Context: an optimization exercise on an open-source flow, tuned for small area. The choices shown serve that exercise and are no tape-out recipe.
Function was checked by simulation only, so behaviour that the tests miss may differ from the original.
Power and IR drop assume default switching activity.

// remimo_core
module remimo_core (
    input  wire        clk,
    input  wire        rst,         
    output wire        mem_req,
    output wire        mem_we,
    output wire [15:0] mem_addr,
    output wire [15:0] mem_wdata,
    input  wire        mem_ready,
    input  wire [15:0] mem_rdata,
    output wire        halted,
    output wire [1:0]  cause,       
    output wire [15:0] pc,
    output wire [15:0] r0,
    output wire [15:0] r1,
    output wire [15:0] r2,
    output wire [15:0] r3,
    output wire [3:0]  flags        
);
export LEC_CHECK = 0
export ABC_AREA = 1
export CAP_MARGIN = 0
export CORE_MARGIN = 2
export CORE_UTILIZATION = 50
export SLEW_MARGIN = 0
create_clock -name core_clock -period 10.0 [get_ports {clk}]
standard.sh (not shown) runs the stock make flow with config.mk's settings and CLKGATE_MAP_FILE= SYNTH_SCRIPT=/design/flow/synth_recipe.tcl, a recipe that flattens the netlist after the stock synthesis.
==> flow/flow/run.sh <==
#!/bin/bash
# The standard ORFS layout (standard.sh), built with these changes:
#  - synthesis: the standard flow's own synthesis script (synth_recipe.tcl), except that
#    Yosys's abc maps the logic with each of the area-oriented scripts
#    flow/s*.abc and keeps the smallest result (flow/abc_best.tcl), and
#    adders are left to abc. Registers, their names and cell types are
#    those of the standard synthesis.
#  - every port is buffered with the smallest buffer cell;
#  - the clock tree uses small buffers and no dummy loads.
# The flow's output goes to standard_flow.log here; each ORFS step keeps
# its own log under orfs/logs.
set -euo pipefail
W=$PWD
export BUFFER_PORTS_ARGS="-buffer_cell sky130_fd_sc_hd__buf_1"
export CTS_ARGS="-sink_clustering_enable -repair_clock_nets -buf_list sky130_fd_sc_hd__clkbuf_4 -dont_use_dummy_load -sink_clustering_size 20 -sink_clustering_max_diameter 60"
mkdir -p "$W/abc_best"
{
  head -n 1 synth_recipe.tcl
  echo "set ::abc_best_scripts [list $(ls "$W"/flow/s*.abc | tr '\n' ' ')]"
  echo "set ::abc_best_dir $W/abc_best"
  echo "source $W/flow/abc_best.tcl"
  tail -n +2 synth_recipe.tcl
} > flow_synth.tcl
sed "s#SYNTH_SCRIPT=[^ ]*#SYNTH_SCRIPT=$W/flow_synth.tcl ADDER_MAP_FILE=#" standard.sh > flow_standard.sh
bash flow_standard.sh > standard_flow.log 2>&1
==> flow/flow/s01.abc <==
strash
&get -n
&fraig -x
&put
scorr
dc2
dretime
strash
&get -n
&dch -f
&nf -R 1000
&put
==> flow/flow/s02.abc <==
strash
&get -n
&dch -f
&nf -R 1000
&put
==> flow/flow/s03.abc <==
strash
dc2
&get -n
&dch -f
&nf -R 1000
&put
==> flow/flow/s04.abc <==
strash
dch -f
amap
strash
dch -f
amap
topo
==> flow/flow/s05.abc <==
strash
&get -n
&deepsyn -T 30 -S 1
&put
&get -n
&dch -f
&nf -R 1000
&put
==> flow/flow/s06.abc <==
strash
&get -n
&deepsyn -T 30 -S 7
&put
&get -n
&dch -f
&nf -R 1000
&put
==> flow/flow/s07.abc <==
strash
&get -n
&deepsyn -T 30 -S 1
&put
dch -f
amap
topo
==> flow/flow/s08.abc <==
strash
&get -n
&deepsyn -T 30 -S 2
&put
dch -f
amap
topo
==> flow/flow/s09.abc <==
strash
&get -n
&deepsyn -T 30 -S 3
&put
dch -f
amap
topo
==> flow/flow/s10.abc <==
strash
&get -n
&deepsyn -T 30 -S 5
&put
dch -f
amap
topo
==> flow/flow/s11.abc <==
strash
&get -n
&deepsyn -T 30 -S 17
&put
dch -f
amap
topo
Other scripts of this flow, unchanged in this note and not shown: flow/flow/abc_best.tcl
The baseline completed without violations.
Rerun with:
--- a/flow/flow/run.sh
+++ b/flow/flow/run.sh
@@ -4,3 +4,3 @@
 #    Yosys's abc maps the logic with each of the area-oriented scripts
-#    flow/s*.abc and keeps the smallest result (flow/abc_best.tcl), and
+#    flow/a*.abc and keeps the smallest result (flow/abc_best.tcl), and
 #    adders are left to abc. Registers, their names and cell types are
@@ -18,3 +18,3 @@
   head -n 1 synth_recipe.tcl
-  echo "set ::abc_best_scripts [list $(ls "$W"/flow/s*.abc | tr '\n' ' ')]"
+  echo "set ::abc_best_scripts [list $(ls "$W"/flow/a*.abc | tr '\n' ' ')]"
   echo "set ::abc_best_dir $W/abc_best"
==> flow/flow/a1.abc (new file) <==
strash
&get -n
&fraig -x
&put
scorr
dc2
dretime
strash
&get -n
&dch -f
&nf -R 1000
&put
==> flow/flow/a2.abc (new file) <==
strash
&get -n
&dch -f
&nf -R 1000
&put
==> flow/flow/a3.abc (new file) <==
strash
dc2
&get -n
&dch -f
&nf -R 1000
&put
==> flow/flow/a4.abc (new file) <==
strash
&get -n
&st
&syn2
&dch -f
&nf -R 1000
&put
==> flow/flow/a5.abc (new file) <==
strash
&get -n
&deepsyn -T 30 -S 1
&put
&get -n
&dch -f
&nf -R 1000
&put
==> flow/flow/a6.abc (new file) <==
strash
&get -n
&deepsyn -T 30 -S 7
&put
&get -n
&dch -f
&nf -R 1000
&put
==> flow/flow/a7.abc (new file) <==
strash
&get -n
&deepsyn -T 30 -S 13
&put
&get -n
&dch -f
&nf -R 1000
&put
==> flow/flow/a8.abc (new file) <==
strash
&get -n
&deepsyn -T 30 -S 21
&put
&get -n
&dch -f
&nf -R 1000
&put
==> flow/flow/a9.abc (new file) <==
strash
&get -n
&deepsyn -T 30 -S 1
&put
dch -f
amap
topo
==> flow/flow/a91.abc (new file) <==
strash
&get -n
&deepsyn -T 30 -S 5
&put
dch -f
amap
topo
==> flow/flow/a92.abc (new file) <==
strash
dch -f
amap
topo
removed: flow/flow/s01.abc
removed: flow/flow/s02.abc
removed: flow/flow/s03.abc
removed: flow/flow/s04.abc
removed: flow/flow/s05.abc
removed: flow/flow/s06.abc
removed: flow/flow/s07.abc
removed: flow/flow/s08.abc
removed: flow/flow/s09.abc
removed: flow/flow/s10.abc
removed: flow/flow/s11.abc
Effect: The new run passed the timing, DRC and antenna checks; fmax stays the same; worst setup slack does not change; routed wire length does not change; global-route usage is unchanged; utilization does not change; area after synthesis is unchanged; sequential share of layout area does not change; final cell count stays the same; total power does not change; critical path depth does not change; die area stays the same.

[port drivers added, routing unchanged]
Ports are ideal in the flow. The routed layouts listed here were re-timed in OpenROAD.
Step 1 assumes that a clkbuf_16 drives the clock port and a buf_2 every other input.
Step 2 moves the port delays by t, midway between the first and last clock arrival at a register: inputs arrive t later, outputs are due t later. That takes back most of the time a late clock gives input paths.
Slacks: ideal ports / drivers / drivers and shift; pairs: ideal ports / drivers.
| run | t, ns | setup WS [ns] | worst register clock-pin slew, ns |
|---|---|---|---|
| the first run | 0.555 | 4.382 / 4.396 / 3.841 | 0.11 / 0.11 |
| the second run | 0.555 | 4.382 / 4.396 / 3.841 | 0.11 / 0.11 |
After both steps setup and hold are still met in every run listed.
